This design comes from an exercise in tuning for small area, a short achievable clock period and few clock cycles on the open sky130 flow, not from production work.
In this exercise RTL edits were held to simulation tests only and were not proved equivalent to the original.

### flow/config.mk
export PLATFORM = sky130hd
export DESIGN_NAME = fvmc
export DESIGN_NICKNAME = fvmc
export VERILOG_FILES = /design/flow/design.v
export SDC_FILE = /design/flow/constraint.sdc
export NUM_CORES = 8
export LEC_CHECK = 0
export CAP_MARGIN = 20
export CORE_MARGIN = 2
export CORE_UTILIZATION = 40
export SETUP_SLACK_MARGIN = 2
export SLEW_MARGIN = 20
### flow/constraint.sdc
create_clock -name core_clock -period 90.0 [get_ports {clk}]
set_input_delay 18.0000 -clock core_clock [delete_from_list [all_inputs] [get_ports {clk}]]
set_output_delay 18.0000 -clock core_clock [all_outputs]
set_load 0.01 [all_outputs]
### flow/design.v
`default_nettype none
module fvmc (
    input  wire        clk,
    input  wire        rst,         
    input  wire        req,         
    input  wire        we,          
    input  wire [5:0]  addr,        
    input  wire [31:0] wdata,
    output wire        ack,         
    output reg  [31:0] rdata,       
    output wire [16:0] mot_yaw,
    output wire [16:0] mot_fwd
);
    localparam [5:0] A_CMD = 6'h00, A_ERR = 6'h01, A_PAYLOAD = 6'h02, A_FHI = 6'h03,
                     A_FLO = 6'h04, A_RESULT = 6'h05, A_STAT = 6'h06, A_COUNT = 6'h07,
                     A_DIST = 6'h08, A_TURN = 6'h09, A_STATE = 6'h0A, A_TARGET = 6'h0B,
                     A_POS = 6'h0C, A_VEL = 6'h0D, A_MYAW = 6'h0E, A_MFWD = 6'h0F,
                     A_ZCNT = 6'h10, A_DCNT = 6'h11, A_OPA = 6'h12, A_OPB = 6'h13,
                     A_OPRES = 6'h14, A_TDIST = 6'h15, A_SHEAD = 6'h18, A_SAX = 6'h19,
                     A_SAY = 6'h1A, A_SAZ = 6'h1B, A_SVALID = 6'h1C;
    localparam [7:0] OP_ENC = 8'h01, OP_DEC = 8'h02, OP_RXPUSH = 8'h03, OP_RXFLUSH = 8'h04,
                     OP_ENQ = 8'h10, OP_HALT = 8'h11, OP_TICK = 8'h12,
                     OP_HERR = 8'h20, OP_CORR = 8'h21;
    localparam integer E_CSUM = 0, E_ILL = 1, E_QFULL = 2, E_SENS = 3,
                       E_ENCOVF = 4, E_ACCSAT = 5, E_BUS = 6;
    localparam [2:0] J_HEAD = 3'd0, J_TURN = 3'd1, J_HX = 3'd2, J_BIG = 3'd3, J_VEL = 3'd4;
    localparam signed [35:0] WQMAX = 36'sd11529215046;
    localparam signed [35:0] WQMIN = -36'sd11529215047;
    localparam [17:0]        WRMAX = 18'd10955, WRMIN = 18'd149044;
    localparam signed [36:0] SQMAX = 37'sd2305843;
    localparam signed [36:0] SQMIN = -37'sd2305844;
    localparam [17:0]        SRMAX = 18'd1474, SRMIN = 18'd158525;
    localparam [24:0]        SGMAX = 25'd4775807, SGMIN = 25'd20224192;
    function automatic [16:0] corr(input signed [33:0] e);
        reg [33:0] a;
        begin
            if (e < 0) begin
                a = -e;
                corr = (a >= 34'd25000) ? 17'd125000 : (17'd100000 + a[16:0]);
            end else begin
                corr = (e >= 34'sd25000) ? 17'd25000 : e[16:0];
            end
        end
    endfunction
    function automatic signed [31:0] gate(input signed [31:0] a);
        gate = (a >= -32'sd500 && a <= 32'sd500) ? 32'sd0 : a;
    endfunction
    function automatic signed [19:0] herr_m(input [18:0] t, input [18:0] h);
        reg signed [19:0] d;
        begin
            d = $signed({1'b0, t}) - $signed({1'b0, h});
            if (d >= 20'sd180000)       herr_m = d - 20'sd360000;
            else if (d < -20'sd180000)  herr_m = d + 20'sd360000;
            else                        herr_m = d;
        end
    endfunction
    function automatic [24:0] rho5k(input [1:0] c);
        rho5k = (c == 2'd1) ? 25'd4035000 : (c == 2'd2) ? 25'd20960000 : 25'd0;
    endfunction
    reg  [6:0]  err;
    reg  [23:0] fv_payload;
    reg  [23:0] frame_hi;
    reg  [31:0] frame_lo;
    reg  [23:0] res_payload;
    reg         res_valid, res_src, res_decoded;
    reg  [2:0]  rxcnt;
    reg  [47:0] rxbuf;
    reg         last_enc_ovf;
    reg  [15:0] acc_cnt, rej_cnt;
    reg  [1:0]  fsel;              
    reg  [19:0] mc_dist;
    reg  [31:0] mc_turn;
    reg  [1:0]  phase;
    reg  [3:0]  qcount;
    reg  [1:0]  intol;
    reg  [2:0]  still;
    reg         head_def;
    reg  [18:0] mc_target;
    reg  [16:0] r_mot_yaw, r_mot_fwd;
    reg  [31:0] zero_cnt, done_cnt;
    reg  [31:0] opa, opb;
    reg  [19:0] opres;             
    reg  [19:0] task_dist;
    reg  [31:0] sens_head, sens_ax, sens_ay, sens_az;
    reg  [1:0]  sens_valid;
    reg  signed [31:0] a_prev;
    reg  signed [34:0] Wq;
    reg  [17:0] Wr;
    reg  [1:0]  rho;
    reg  signed [22:0] Sq;
    reg  [17:0] Sr;
    reg  [24:0] sig;
    reg  [8:0]  u_v;               
    reg         vel_valid, vel_pend;
    reg  [19:0] fifo_dist [0:7];
    reg  [18:0] fifo_tm   [0:7];   
    reg  [2:0]  fifo_rd;
    reg         turn_pend;
    reg  [2:0]  turn_slot;
    reg  [18:0] hm;                
    reg         hm_valid, head_pend;
    reg  signed [19:0] hx_e;       
    reg         hx_valid, hx_pend, opres_pend;
    reg  signed [16:0] big_qa;     
    reg  [17:0] big_ra;
    reg         big_valid;
    reg         dv_busy;
    reg  [1:0]  dv_cnt;
    reg  [2:0]  dv_job;
    reg         dv_neg;
    reg  [12:0] dv_rem;
    reg  [14:0] dv_q;
    reg  [7:0]  dv_low;
    assign mot_yaw = r_mot_yaw;
    assign mot_fwd = r_mot_fwd;
    reg mapped, ro;
    always @* begin
        mapped = 1'b1;
        ro     = 1'b0;
        case (addr)
            A_CMD, A_ERR, A_PAYLOAD, A_FHI, A_FLO, A_DIST, A_TURN, A_OPA, A_OPB,
            A_SHEAD, A_SAX, A_SAY, A_SAZ, A_SVALID: ro = 1'b0;
            A_RESULT, A_STAT, A_COUNT, A_STATE, A_TARGET, A_POS, A_VEL, A_MYAW, A_MFWD,
            A_ZCNT, A_DCNT, A_OPRES, A_TDIST: ro = 1'b1;
            default: mapped = 1'b0;
        endcase
    end
    wire [7:0] op = wdata[7:0];
    reg        legal;
    always @* begin
        case (op)
            OP_RXPUSH: legal = (wdata[31:16] == 16'd0);
            OP_ENC, OP_DEC, OP_RXFLUSH, OP_ENQ, OP_HALT, OP_TICK, OP_HERR, OP_CORR:
                       legal = (wdata[31:8] == 24'd0);
            default:   legal = 1'b0;
        endcase
    end
    wire is_cmd   = we && (addr == A_CMD);
    wire q_enc    = is_cmd && legal && op == OP_ENC;
    wire q_dec    = is_cmd && legal && op == OP_DEC;
    wire q_rxpush = is_cmd && legal && op == OP_RXPUSH;
    wire q_enq    = is_cmd && legal && op == OP_ENQ;
    wire q_tick   = is_cmd && legal && op == OP_TICK;
    wire q_herr   = is_cmd && legal && op == OP_HERR;
    wire q_corr   = is_cmd && legal && op == OP_CORR;
    wire        hv = sens_valid[0];
    wire        av = sens_valid[1];
    wire        fifo_empty = (qcount == 4'd0);
    wire        fifo_full  = (qcount == 4'd8);
    wire signed [31:0] gx = gate(sens_ax);
    wire signed [31:0] gy = gate(sens_ay);
    wire signed [31:0] gz = gate(sens_az);
    wire signed [32:0] a_sum = {a_prev[31], a_prev} + {gx[31], gx};
    wire        a_small = (a_sum >= -33'sd160000) && (a_sum < 33'sd160000);
    wire        adv_step = (phase == 2'd2) && hv && av;
    wire        turn_busy = turn_pend || (dv_busy && dv_job == J_TURN);
    wire        opab_busy = opres_pend;
    wire [23:0] fu_h = (fsel == 2'd0) ? fv_payload : (fsel == 2'd1) ? frame_hi : rxbuf[47:24];
    wire [42:0] fu_p = fu_h * 19'h4AAED;
    wire [18:0] fu_dl = fu_p[42:24];                        
    wire [23:0] fu_q1 = fu_h - {5'd0, fu_dl} + 24'd1;       
    wire [34:0] fu_m  = fu_q1 * 27'h4C11DB7;
    wire [34:0] fu_ce = fu_m - {fu_dl - 19'd1, 32'd0};      
    wire        fu_big = (fu_ce > 35'h1_04C1_1DB7);
    wire [32:0] fu_c  = fu_big ? (fu_ce[32:0] - 33'h1_04C1_1DB7) : fu_ce[32:0];
    wire [7:0]  rx_byte  = wdata[15:8];
    wire        rx_full  = (rxcnt == 3'd6);
    wire [31:0] dec_lo   = (fsel == 2'd2) ? {rxbuf[23:0], rx_byte} : frame_lo;
    wire        dec_ok   = fu_c[32] ? (dec_lo == 32'd0 && fu_c[31:0] == 32'h04C1_1DB7)
                                    : (dec_lo == fu_c[31:0]);
    reg stall;
    always @* begin
        stall = 1'b0;
        if (we) begin
            case (addr)
                A_TURN:       if (turn_busy) stall = 1'b1;
                A_OPA, A_OPB: if (opab_busy) stall = 1'b1;
                default: ;
            endcase
        end else begin
            case (addr)
                A_OPRES: if (opres_pend) stall = 1'b1;
                A_VEL:   if (!vel_valid) stall = 1'b1;
                default: ;
            endcase
        end
        if (q_enc && fsel != 2'd0) stall = 1'b1;
        if (q_dec && fsel != 2'd1) stall = 1'b1;
        if (q_rxpush && rx_full && fsel != 2'd2) stall = 1'b1;
        if (q_enq && turn_busy) stall = 1'b1;
        if ((q_herr || q_corr) && opres_pend) stall = 1'b1;
        if (q_tick && (turn_busy || !vel_valid || (hv && !hm_valid) ||
                       (adv_step && !a_small && !big_valid))) stall = 1'b1;
    end
    assign ack = !stall;
    wire do_acc = req & ack;
    wire do_wr  = do_acc & we;
    wire do_rd  = do_acc & ~we;
    wire c_enc    = do_acc && q_enc;
    wire c_dec    = do_acc && q_dec;
    wire c_rxpush = do_acc && q_rxpush;
    wire c_rxflsh = do_acc && is_cmd && legal && op == OP_RXFLUSH;
    wire c_enq    = do_acc && q_enq;
    wire c_halt   = do_acc && is_cmd && legal && op == OP_HALT;
    wire c_tick   = do_acc && q_tick;
    wire c_herr   = do_acc && q_herr;
    wire c_corr   = do_acc && q_corr;
    wire c_ill    = do_acc && is_cmd && !legal;
    wire big_need = req && q_tick && adv_step && !a_small && !big_valid;
    wire        t_start = (phase == 2'd0) && !fifo_empty;
    wire [18:0] h0m = hv ? hm : 19'd0;
    wire [19:0] st_sum = {1'b0, h0m} + {1'b0, fifo_tm[fifo_rd]};
    wire [18:0] start_target = (st_sum >= 20'd360000) ? (st_sum - 20'd360000) : st_sum[18:0];
    wire [1:0]  ph  = t_start ? 2'd1 : phase;
    wire [18:0] tgt = t_start ? start_target : mc_target;
    wire [1:0]  intol_c = t_start ? 2'd0 : intol;
    wire signed [19:0] eh = herr_m(tgt, hm);
    wire [19:0] abs_eh = eh[19] ? -eh : eh;
    wire        head_in = (abs_eh <= 20'd1000);
    wire signed [19:0] eh_adv = eh >>> 2;
    wire        is_still = (gx == 0) && (gy == 0) && (gz == 0);
    wire [2:0]  still_n  = is_still ? ((still >= 3'd5) ? 3'd5 : still + 3'd1) : 3'd0;
    wire        still5   = (still_n == 3'd5);
    wire signed [16:0] qa = a_small ? {17{a_sum[32]}} : big_qa;
    wire [17:0] ra_f = a_sum[32] ? (a_sum[17:0] + 18'd160000) : a_sum[17:0];
    wire [17:0] ra = a_small ? ra_f : big_ra;
    wire [18:0] wr_s = {1'b0, Wr} + {1'b0, ra};
    wire        c1   = (wr_s >= 19'd160000);
    wire [17:0] Wr1  = c1 ? (wr_s - 19'd160000) : wr_s[17:0];
    wire signed [35:0] Wq1 = {Wq[34], Wq} + {{19{qa[16]}}, qa} + {35'd0, c1};
    wire vover  = (Wq1 > WQMAX) || (Wq1 == WQMAX && (Wr1 > WRMAX || (Wr1 == WRMAX && rho == 2'd2)));
    wire vunder = (Wq1 < WQMIN) || (Wq1 == WQMIN && (Wr1 < WRMIN || (Wr1 == WRMIN && rho != 2'd2)));
    wire v_ovf  = !still5 && (vover || vunder);
    wire signed [34:0] Wq_n = still5 ? 35'sd0 : vover ? WQMAX[34:0] : vunder ? WQMIN[34:0] : Wq1[34:0];
    wire [17:0] Wr_n  = still5 ? 18'd0 : vover ? WRMAX : vunder ? WRMIN : Wr1;
    wire [1:0]  rho_n = still5 ? 2'd0 : vover ? 2'd1 : vunder ? 2'd2 : rho;
    wire [26:0] sig_s = {2'd0, sig} + {2'd0, rho5k(rho)} + {2'd0, rho5k(rho_n)};
    wire [1:0]  c2 = (sig_s >= 27'd50000000) ? 2'd2 : (sig_s >= 27'd25000000) ? 2'd1 : 2'd0;
    wire [26:0] sig_m = (c2 == 2'd2) ? 27'd50000000 : (c2 == 2'd1) ? 27'd25000000 : 27'd0;
    wire [24:0] sig1 = sig_s - sig_m;
    wire [19:0] sr_s = {2'd0, Sr} + {2'd0, Wr} + {2'd0, Wr_n} + {18'd0, c2};
    wire [1:0]  c3 = (sr_s >= 20'd320000) ? 2'd2 : (sr_s >= 20'd160000) ? 2'd1 : 2'd0;
    wire [19:0] sr_m = (c3 == 2'd2) ? 20'd320000 : (c3 == 2'd1) ? 20'd160000 : 20'd0;
    wire [17:0] Sr1 = sr_s - sr_m;
    wire signed [36:0] Sq1 = {{14{Sq[22]}}, Sq} + {{2{Wq[34]}}, Wq} + {{2{Wq_n[34]}}, Wq_n} + {35'd0, c3};
    wire pover  = (Sq1 > SQMAX) || (Sq1 == SQMAX && (Sr1 > SRMAX || (Sr1 == SRMAX && sig1 > SGMAX)));
    wire punder = (Sq1 < SQMIN) || (Sq1 == SQMIN && (Sr1 < SRMIN || (Sr1 == SRMIN && sig1 < SGMIN)));
    wire p_ovf  = pover || punder;
    wire signed [22:0] Sq_n = pover ? SQMAX[22:0] : punder ? SQMIN[22:0] : Sq1[22:0];
    wire [17:0] Sr_n  = pover ? SRMAX : punder ? SRMIN : Sr1;
    wire [24:0] sig_n = pover ? SGMAX : punder ? SGMIN : sig1;
    wire signed [24:0] de = $signed({5'd0, task_dist}) - {{2{Sq_n[22]}}, Sq_n};
    wire [24:0] abs_de = de[24] ? -de : de;
    wire        dist_in = (abs_de <= 25'd100);
    wire signed [44:0] vel_full = $signed({Wq, 8'd0}) + $signed({Wq, 7'd0}) + $signed({Wq, 4'd0})
                                + $signed({36'd0, u_v});
    wire [31:0] vel_rd = (vel_full > 45'sh0_7FFF_FFFF) ? 32'h7FFF_FFFF :
                         (vel_full < -45'sh0_8000_0000) ? 32'h8000_0000 : vel_full[31:0];
    always @* begin
        case (addr)
            A_ERR:     rdata = {25'd0, err};
            A_PAYLOAD: rdata = {8'd0, fv_payload};
            A_FHI:     rdata = {8'd0, frame_hi};
            A_FLO:     rdata = frame_lo;
            A_RESULT:  rdata = {5'd0, res_decoded, res_src, res_valid, res_payload};
            A_STAT:    rdata = {28'd0, last_enc_ovf, rxcnt};
            A_COUNT:   rdata = {rej_cnt, acc_cnt};
            A_DIST:    rdata = {12'd0, mc_dist};
            A_TURN:    rdata = mc_turn;
            A_STATE:   rdata = {20'd0, head_def, still, intol, qcount, phase};
            A_TARGET:  rdata = {13'd0, mc_target};
            A_POS:     rdata = {{9{Sq[22]}}, Sq};
            A_VEL:     rdata = vel_rd;
            A_MYAW:    rdata = {15'd0, r_mot_yaw};
            A_MFWD:    rdata = {15'd0, r_mot_fwd};
            A_ZCNT:    rdata = zero_cnt;
            A_DCNT:    rdata = done_cnt;
            A_OPA:     rdata = opa;
            A_OPB:     rdata = opb;
            A_OPRES:   rdata = {{12{opres[19]}}, opres};
            A_TDIST:   rdata = {12'd0, task_dist};
            A_SHEAD:   rdata = sens_head;
            A_SAX:     rdata = sens_ax;
            A_SAY:     rdata = sens_ay;
            A_SAZ:     rdata = sens_az;
            A_SVALID:  rdata = {30'd0, sens_valid};
            default:   rdata = 32'd0;
        endcase
    end
    wire [12:0] dv_d = (dv_job == J_BIG) ? 13'd625 : (dv_job == J_VEL) ? 13'd25 : 13'd5625;
    reg  [12:0] st_r;
    reg  [14:0] st_q;
    reg  [13:0] st_t;
    integer k;
    always @* begin
        st_r = dv_rem;
        st_q = dv_q;
        for (k = 0; k < 5; k = k + 1) begin
            st_t = {st_r, st_q[14]};
            if (st_t >= {1'b0, dv_d}) begin
                st_r = st_t[12:0] - dv_d;
                st_q = {st_q[13:0], 1'b1};
            end else begin
                st_r = st_t[12:0];
                st_q = {st_q[13:0], 1'b0};
            end
        end
    end
    wire        dv_last = dv_busy && (dv_cnt == 2'd0);
    wire [18:0] dv_fmu  = {st_r, dv_low[5:0]};
    wire [18:0] dv_fm   = dv_neg ? (19'd359999 - dv_fmu) : dv_fmu;
    wire signed [19:0] dv_e = dv_neg ? ($signed(20'd179999) - $signed({1'b0, dv_fmu}))
                                     : ($signed({1'b0, dv_fmu}) - $signed(20'd180000));
    wire [17:0] dv_rau = {st_r[9:0], dv_low};
    wire [17:0] dv_ra  = dv_neg ? (18'd159999 - dv_rau) : dv_rau;
    wire signed [16:0] dv_qa = dv_neg ? ~{2'b0, st_q} : {2'b0, st_q};
    wire wr_shead = do_wr && addr == A_SHEAD;
    wire wr_opa   = do_wr && addr == A_OPA;
    wire wr_opb   = do_wr && addr == A_OPB;
    wire wr_sax   = do_wr && addr == A_SAX;
    wire dv_free  = !dv_busy || dv_last;
    wire ld_head_now = wr_shead && (dv_free || dv_job == J_HEAD);
    wire ld_hx_now   = (wr_opa || wr_opb) && (dv_free || dv_job == J_HX);
    wire abort_big   = dv_busy && dv_job == J_BIG && !dv_last && (wr_sax || c_tick);
    wire dv_free2    = dv_free || abort_big;
    reg        ld;
    reg [2:0]  ld_job;
    always @* begin
        ld = 1'b1;
        ld_job = J_HEAD;
        if (ld_head_now)                                     ld_job = J_HEAD;
        else if (ld_hx_now)                                  ld_job = J_HX;
        else if (!dv_free2)                                  ld = 1'b0;
        else if (vel_pend)                                   ld_job = J_VEL;
        else if (head_pend)                                  ld_job = J_HEAD;
        else if (big_need && !(dv_busy && dv_job == J_BIG))  ld_job = J_BIG;
        else if (turn_pend)                                  ld_job = J_TURN;
        else if (hx_pend)                                    ld_job = J_HX;
        else                                                 ld = 1'b0;
    end
    wire [31:0] opa_n = wr_opa ? wdata : opa;
    wire [31:0] opb_n = wr_opb ? wdata : opb;
    wire [31:0] head_n = wr_shead ? wdata : sens_head;
    reg  [33:0] ld_x;
    always @* begin
        case (ld_job)
            J_HEAD:  ld_x = {{2{head_n[31]}}, head_n};
            J_TURN:  ld_x = {{2{mc_turn[31]}}, mc_turn};
            J_HX:    ld_x = {{2{opa_n[31]}}, opa_n} - {{2{opb_n[31]}}, opb_n} + 34'sd180000;
            J_BIG:   ld_x = {a_sum[32], a_sum};
            default: ld_x = {16'd0, Wr};
        endcase
    end
    wire        ld_neg = ld_x[33];
    wire [32:0] ld_u   = ld_neg ? ~ld_x[32:0] : ld_x[32:0];
    wire [27:0] ld_n   = (ld_job == J_BIG) ? {3'd0, ld_u[32:8]} : ld_u[33-1:6];
    always @(posedge clk) begin
        if (c_enq && !fifo_full)
            fifo_dist[fifo_rd + qcount[2:0]] <= mc_dist;
        if (dv_last && dv_job == J_TURN)
            fifo_tm[turn_slot] <= dv_fm;
        if (c_rxpush && !rx_full)
            rxbuf <= {rxbuf[39:0], rx_byte};
        if (dv_last && dv_job == J_HEAD) hm <= dv_fm;
        if (dv_last && dv_job == J_HX)   hx_e <= dv_e;
        if (dv_last && dv_job == J_BIG) begin
            big_qa <= dv_qa;
            big_ra <= dv_ra;
        end
        if (dv_last && dv_job == J_VEL)  u_v <= st_q[8:0];
        if (ld) begin
            dv_job <= ld_job;
            dv_neg <= ld_neg;
            dv_low <= ld_u[7:0];
            if (ld_job == J_VEL) begin
                dv_rem <= {9'd0, Wr[17:14]};
                dv_q   <= {Wr[13:4], 5'd0};
            end else begin
                dv_rem <= ld_n[27:15];
                dv_q   <= ld_n[14:0];
            end
        end else if (dv_busy) begin
            dv_rem <= st_r;
            dv_q   <= st_q;
        end
    end
    always @(posedge clk) begin
        if (rst) begin
            err <= 7'd0;
            fv_payload <= 24'd0; frame_hi <= 24'd0; frame_lo <= 32'd0;
            res_payload <= 24'd0; res_valid <= 1'b0; res_src <= 1'b0; res_decoded <= 1'b0;
            rxcnt <= 3'd0; last_enc_ovf <= 1'b0;
            acc_cnt <= 16'd0; rej_cnt <= 16'd0;
            fsel <= 2'd0;
            mc_dist <= 20'd0; mc_turn <= 32'd0;
            phase <= 2'd0; qcount <= 4'd0; intol <= 2'd0; still <= 3'd0; head_def <= 1'b0;
            mc_target <= 19'd0;
            r_mot_yaw <= 17'd0; r_mot_fwd <= 17'd0;
            zero_cnt <= 32'd0; done_cnt <= 32'd0;
            opa <= 32'd0; opb <= 32'd0; opres <= 20'd0;
            task_dist <= 20'd0;
            sens_head <= 32'd0; sens_ax <= 32'd0; sens_ay <= 32'd0; sens_az <= 32'd0;
            sens_valid <= 2'd0;
            a_prev <= 32'sd0;
            Wq <= 35'sd0; Wr <= 18'd0; rho <= 2'd0; Sq <= 23'sd0; Sr <= 18'd0; sig <= 25'd0;
            vel_valid <= 1'b0; vel_pend <= 1'b1;
            fifo_rd <= 3'd0;
            turn_pend <= 1'b0; turn_slot <= 3'd0;
            hm_valid <= 1'b0; head_pend <= 1'b1;
            hx_valid <= 1'b0; hx_pend <= 1'b1; opres_pend <= 1'b0;
            big_valid <= 1'b0;
            dv_busy <= 1'b0; dv_cnt <= 2'd0;
        end else begin
            if (dv_last) begin
                dv_busy <= 1'b0;
                case (dv_job)
                    J_HEAD: hm_valid <= 1'b1;
                    J_HX: begin
                        hx_valid <= 1'b1;
                        if (opres_pend) begin
                            opres <= dv_e;
                            opres_pend <= 1'b0;
                        end
                    end
                    J_BIG:  big_valid <= 1'b1;
                    J_VEL:  vel_valid <= 1'b1;
                    default: ;
                endcase
            end
            if (abort_big) dv_busy <= 1'b0;
            if (ld) begin
                dv_busy <= 1'b1;
                dv_cnt  <= (ld_job == J_VEL) ? 2'd1 : 2'd2;
                case (ld_job)
                    J_VEL:  vel_pend <= 1'b0;
                    J_HEAD: head_pend <= 1'b0;
                    J_TURN: turn_pend <= 1'b0;
                    J_HX:   hx_pend <= 1'b0;
                    default: ;
                endcase
            end else if (dv_busy) begin
                dv_cnt <= dv_cnt - 2'd1;
            end
            if (do_rd && !mapped) err[E_BUS] <= 1'b1;
            if (do_wr && !mapped) err[E_BUS] <= 1'b1;
            if (do_wr && mapped && ro) err[E_BUS] <= 1'b1;
            if (do_wr) begin
                case (addr)
                    A_ERR:     err <= err & ~wdata[6:0];
                    A_PAYLOAD: begin fv_payload <= wdata[23:0]; fsel <= 2'd0; end
                    A_FHI:     begin frame_hi <= wdata[23:0]; fsel <= 2'd1; end
                    A_FLO:     frame_lo <= wdata;
                    A_DIST:    mc_dist <= wdata[19:0];
                    A_TURN:    mc_turn <= wdata;
                    A_OPA:     opa <= wdata;
                    A_OPB:     opb <= wdata;
                    A_SHEAD:   sens_head <= wdata;
                    A_SAX:     sens_ax <= wdata;
                    A_SAY:     sens_ay <= wdata;
                    A_SAZ:     sens_az <= wdata;
                    A_SVALID:  sens_valid <= wdata[1:0];
                    default: ;
                endcase
            end
            if (wr_shead) begin
                hm_valid <= 1'b0;
                if (!ld_head_now) head_pend <= 1'b1;
            end
            if (wr_opa || wr_opb) begin
                hx_valid <= 1'b0;
                if (!ld_hx_now) hx_pend <= 1'b1;
            end
            if (wr_sax) big_valid <= 1'b0;
            if (req && q_enc && fsel != 2'd0) fsel <= 2'd0;
            if (req && q_dec && fsel != 2'd1) fsel <= 2'd1;
            if (req && q_rxpush && fsel != 2'd2) fsel <= 2'd2;
            if (c_ill) err[E_ILL] <= 1'b1;
            if (c_enc) begin
                frame_hi <= fv_payload | {23'd0, fu_c[32]};
                frame_lo <= fu_c[31:0];
                last_enc_ovf <= fu_c[32];
                if (fu_c[32]) err[E_ENCOVF] <= 1'b1;
            end
            if (c_rxflsh) rxcnt <= 3'd0;
            if (c_rxpush) begin
                if (!rx_full) begin
                    rxcnt <= rxcnt + 3'd1;
                end else begin
                    frame_hi <= rxbuf[47:24];
                    frame_lo <= {rxbuf[23:0], rx_byte};
                    rxcnt <= 3'd0;
                end
            end
            if (c_dec || (c_rxpush && rx_full)) begin
                res_decoded <= 1'b1;
                res_src     <= c_rxpush;
                if (dec_ok) begin
                    res_valid   <= 1'b1;
                    res_payload <= fu_h;
                    acc_cnt     <= acc_cnt + 16'd1;
                end else begin
                    res_valid   <= 1'b0;
                    res_payload <= 24'd0;
                    rej_cnt     <= rej_cnt + 16'd1;
                    err[E_CSUM] <= 1'b1;
                    r_mot_yaw   <= 17'd0;
                    r_mot_fwd   <= 17'd0;
                    zero_cnt    <= zero_cnt + 32'd1;
                end
            end
            if (c_enq) begin
                if (fifo_full) begin
                    err[E_QFULL] <= 1'b1;
                end else begin
                    qcount    <= qcount + 4'd1;
                    turn_pend <= 1'b1;
                    turn_slot <= fifo_rd + qcount[2:0];
                end
            end
            if (c_halt) begin
                qcount    <= 4'd0;
                phase     <= 2'd0;
                r_mot_yaw <= 17'd0;
                r_mot_fwd <= 17'd0;
                zero_cnt  <= zero_cnt + 32'd1;
            end
            if (c_herr) begin
                if (hx_valid)                          opres <= hx_e;
                else if (dv_last && dv_job == J_HX)    opres <= dv_e;
                else                                   opres_pend <= 1'b1;
            end
            if (c_corr) opres <= {3'd0, corr({{2{opa[31]}}, opa})};
            if (c_tick) big_valid <= 1'b0;
            if (c_tick && (phase != 2'd0 || !fifo_empty)) begin
                if (t_start) begin
                    fifo_rd   <= fifo_rd + 3'd1;
                    qcount    <= qcount - 4'd1;
                    head_def  <= !hv;
                    if (!hv) err[E_SENS] <= 1'b1;
                    mc_target <= start_target;
                    task_dist <= fifo_dist[fifo_rd];
                    still     <= 3'd0;
                    a_prev    <= 32'sd0;
                    Wq <= 35'sd0; Wr <= 18'd0; rho <= 2'd0;
                    Sq <= 23'sd0; Sr <= 18'd0; sig <= 25'd0;
                    phase     <= 2'd1;
                    intol     <= 2'd0;
                    vel_pend  <= 1'b1;
                    vel_valid <= 1'b0;
                end
                if (ph == 2'd1) begin
                    if (hv) begin
                        if (head_in && intol_c == 2'd1) begin
                            intol <= 2'd0;
                            phase <= 2'd2;
                        end else begin
                            intol     <= head_in ? intol_c + 2'd1 : 2'd0;
                            r_mot_yaw <= corr({{14{eh[19]}}, eh});
                            r_mot_fwd <= 17'd0;
                        end
                    end else begin
                        err[E_SENS] <= 1'b1;
                        intol     <= 2'd0;
                        r_mot_yaw <= 17'd0;
                        r_mot_fwd <= 17'd0;
                    end
                end else if (ph == 2'd2) begin
                    if (hv && av) begin
                        still  <= still_n;
                        a_prev <= gx;
                        Wq <= Wq_n; Wr <= Wr_n; rho <= rho_n;
                        Sq <= Sq_n; Sr <= Sr_n; sig <= sig_n;
                        vel_pend  <= 1'b1;
                        vel_valid <= 1'b0;
                        if (v_ovf || p_ovf) err[E_ACCSAT] <= 1'b1;
                        if (dist_in && intol == 2'd1) begin
                            intol     <= 2'd0;
                            phase     <= 2'd0;
                            r_mot_yaw <= 17'd0;
                            r_mot_fwd <= 17'd0;
                            zero_cnt  <= zero_cnt + 32'd1;
                            done_cnt  <= done_cnt + 32'd1;
                        end else begin
                            intol     <= dist_in ? intol + 2'd1 : 2'd0;
                            r_mot_fwd <= corr({{9{de[24]}}, de});
                            r_mot_yaw <= corr({{14{eh_adv[19]}}, eh_adv});
                        end
                    end else begin
                        err[E_SENS] <= 1'b1;
                        intol     <= 2'd0;
                        r_mot_yaw <= 17'd0;
                        r_mot_fwd <= 17'd0;
                    end
                end
            end
        end
    end
endmodule
`default_nettype wire
### flow/run.sh
#!/bin/bash
# synth_recipe.tcl (not shown) runs the flow's synth.tcl, then flattens the netlist and writes it again
# the make line also repeats each setting of config.mk as NAME=value (left out here)
make -C /OpenROAD-flow-scripts/flow DESIGN_CONFIG=/design/flow/config.mk WORK_HOME=/design/flow/orfs CLKGATE_MAP_FILE= SYNTH_SCRIPT=/design/flow/synth_recipe.tcl finish
==> summary.txt <==
Timing
  – Clock Skew: around 0.09 ns
  – Final Cycle Share: a little under half
  – Final Hold Viols: 0
  – Achievable Freq: between 20 and 25 MHz
  – Relative slew slack: -1.25%
  – Final setup vio count: 0
  – RSZ-0062 raised after global routing: false
  – Slew @ Worst Pin: around 1.5 ns
  – Fin Setup TNS: 0 ns
  – Tmin final: between 40 and 50 ns
  – Hold_ws: approximately 0.46 ns
  – Max-slew violation count: 2
  – Setup ws final: between 40 and 50 ns

Worst setup path
  – Crit path DAT: approximately 23 ns
  – Setup CP Type: primary input to output port
  – Critical Path Stages: 11
  – Required @ worst endpoint: a little over 70 ns
  – Max stage delay on crit path: just over 0.8 ns
  – CP Capture Type: output port
  – CP startpoint kind: primary input
  – FF-to-FF Start: sens_ax[6]$_SDFFE_PP0P_
  – Crit path max fanout: 34
  – Cell family with most CP delay: buffers and inverters
  – Worst r2r path cells: roughly 130
  – Critical path buffers and inverters: 4
  – R2R Path End: done_cnt[29]$_SDFFE_PP0P_
  – Cell chain of the critical path: clkdlybuf4s50_1 > nand2b_1 > nor3_2 > buf_4 > a22o_1 > a221oi_1 > nand3_1 > nor3_1 > o21ai_0 > buf_4 > clkdlybuf4s50_1
  – R2R setup slack: between 40 and 50 ns
  – CP max-delay cell: nand2b_1

GRT
  – Grt total ovfl: 0
  – Gr usage total: about a third
  – Vias in the first global route: about 94000
  – First-pass GRT wire length: 692000 um
  – Largest net degree at the start of global routing: 168
  – Initial antenna violation count: 71

Clocking
  – Clk buf depth: 4
  – CTS tree: yes
  – Clock transition at path regs: about 0.060 ns
  – Clock latency (worst-skew pair): approximately 0.87 ns
  – H-tree levels: 4
  – CTS buffer count: 152
  – Cts hold-fix bufs: 0
  – Post-CTS Setup Repair Bufs: 0
  – Clk root buf: clkbuf_16
  – Number of gates resized after CTS: 0
  – TritonCTS Sinks: roughly 1200

Placed design
  – Hpwl dp: 390000 um
  – Setup WS pre-CTS: about 49 ns
  – GP Congestion: around 1.1
  – Dpl cell area: 113000 um^2
  – # placed instances: 15400
  – Buffers on Ports: 108

Hold path
  – Hold path cells: 2
  – Hold path startpoint: Sr[0]$_SDFFE_PP0P_
  – Hold Crit Endpoint: Sr[0]$_SDFFE_PP0P_
  – Hold/Removal Path Class: flip-flop to flip-flop

Layout
  – Final design instance area without fill: 118000 um^2
  – Footprint of the multi-input gates: approximately 72000 um^2
  – Most frequent cells in the layout: inv_1 (1037), nand2_1 (1002), ha_1 (903)
  – Non-filler instance count after layout: around 16000
  – Ratio of cells with drive above 1 in the final layout: slightly below 8%
  – Commonest non-fill, non-tap cell in the layout: inv_1
  – Seq. cell area: between 20000 and 30000 um^2
  – Final core utilization: between 40% and 50%
  – Layout net count: around 14000
  – Synth-to-layout area growth: 10.7%
  – Fillers: 25800

Logic synthesis
  – Post-synth EDFFs: about 480
  – Flops & latches, synth: 1220
  – Async SR Flop Fraction: 0%
  – Post-synthesis cell type count: 116
  – Syn nets: 13500
  – Synthesized cell area: 106000 um^2
  – Main flop type after synthesis: dfxtp_1
  – Yosys warns: 1
  – Cell count after synthesis: 12000
  – Sequential-to-total area share from yosys stat: between 20% and 30%
  – Syn Area/Cell: 8.85 um^2

Route
  – Routed vias: 98700
  – Initial DRC Count: 12000
  – Via density: approximately 6.3
  – Mean routed wirelength per cell: approximately 31 um
  – WL final: approximately 500000 um
  – DRT antenna net count: 0
  – First-pass iteration count of the detailed router: 9
  – DR DRC count: 0

Run status
  – Layout check failures: max-capacitance violations, max-slew violations
  – Outcome: finished with violations

Floorplanning
  – Core footprint: approximately 260000 um^2
  – Die Width: 520 um
  – Initial Utilization: 40.2%
  – Die Y: between 500 and 600 um
  – Num rows: around 190
  – Die area: roughly 270000 um^2
  – I/O Pins: roughly 110

Run
  – MaxCap Viol Count: 1
-- per-layer routing --
metal	GRT usage, %	wire length [um]	share of wire (%)
met3	7.19	44900	9.1
met5	0.0176	276	0.056
met2	53.3	211000	43
met1	46.8	202000	41
met4	19.5	32800	6.7
-- cell type report --
class                           count  area share (%)
Antenna cell                       24          0.0510
Clock buffer                      208            3.63
Timing Repair Buffer              431            3.00
Sequential cell                  1220            24.8
Multi-Input combinational cell   9189            60.8
Clock inverter                     58           0.561
Tap cell                         3533            3.75
Inverter                         1049            3.34
-- worst max path at each step --
stage | start | endpoint
detailed placement | addr[3] | rdata[6]
global route | sens_ax[6]$_SDFFE_PP0P_ | done_cnt[29]$_SDFFE_PP0P_
CTS | addr[3] | rdata[6]
finish | addr[3] | rdata[1]
global placement | addr[3] | rdata[16]
floorplan | addr[0] | rdata[0]
-- Yosys cell counts, drive strengths merged (165+ instances only) --
library cell	instances	share of area (%)
fa	517	9.7
xor2	222	1.8
clkbuf	508	1.8
a21oi	829	3.9
mux2i	297	2.8
inv	1044	3.7
dfxtp	738	14
edfxtp	482	14
nand3	331	1.6
ha	903	11
nor2	910	3.2
nor3	248	1.2
nand2	1008	3.6
a22oi	302	2.1
a21o	165	1.2
xnor2	467	3.9
o21ai	552	2.6
-- tightest hold or removal path, cell delays in order, from the launching register on --
cell and delay [ns]:
dfxtp_1 0.32, nand2_1 0.06, nand2_1 0.04
-- logic make-up after synthesis --
family | after synthesis | share of synthesized area [%]
and+or+nand+nor | 3525 | 15.9
AOI/OAI and AO/OA | 3088 | 19.3
buffers and inverters | 1614 | 5.71
adders and majority gates | 1420 | 20.3
DFF | 1220 | 27.5
xor gates and xnor gates | 700 | 5.91
muxes | 456 | 5.33
-- registers in the layout (all words and copies together) (netlist names), 24 cells and up, named ones only --
signal	cells
sens_head	32
mc_turn	32
frame_hi	24
sens_ay	32
sens_az	32
opa	32
done_cnt	32
frame_lo	32
rxbuf	48
zero_cnt	32
fifo_tm	152
opb	32
sens_ax	32
fifo_dist	160
a_prev	32
res_payload	24
Wq	35
fv_payload	24
Testbench counts, summed over its fixed seeds: cycles 162,262.

## port drivers added, routing unchanged
No port has a modelled driver above. Below, the same layout with a new extraction and two added sets of constraints. Step 1, drivers: a clkbuf_16 drives clk and a buf_2 each remaining input, both assumed. Step 2 adds t to the input delays and takes it off the output delays; t is the mean of the earliest and latest rising clock arrival at the registers after step 1. Input paths then give back, and output paths get back, about the clock's delay inside the block. a / b / c = ideal ports / drivers / drivers and shift; a / b = the first two.
t, ns: 0.916
slack for setup (ns): 49.197 / 49.174 / 49.174
worst setup path at the end: input to output
cell pins on the clock port's net: 1
For this run, drivers alone change the setup slack by -0.023 ns; drivers and shift together by -0.023 ns.
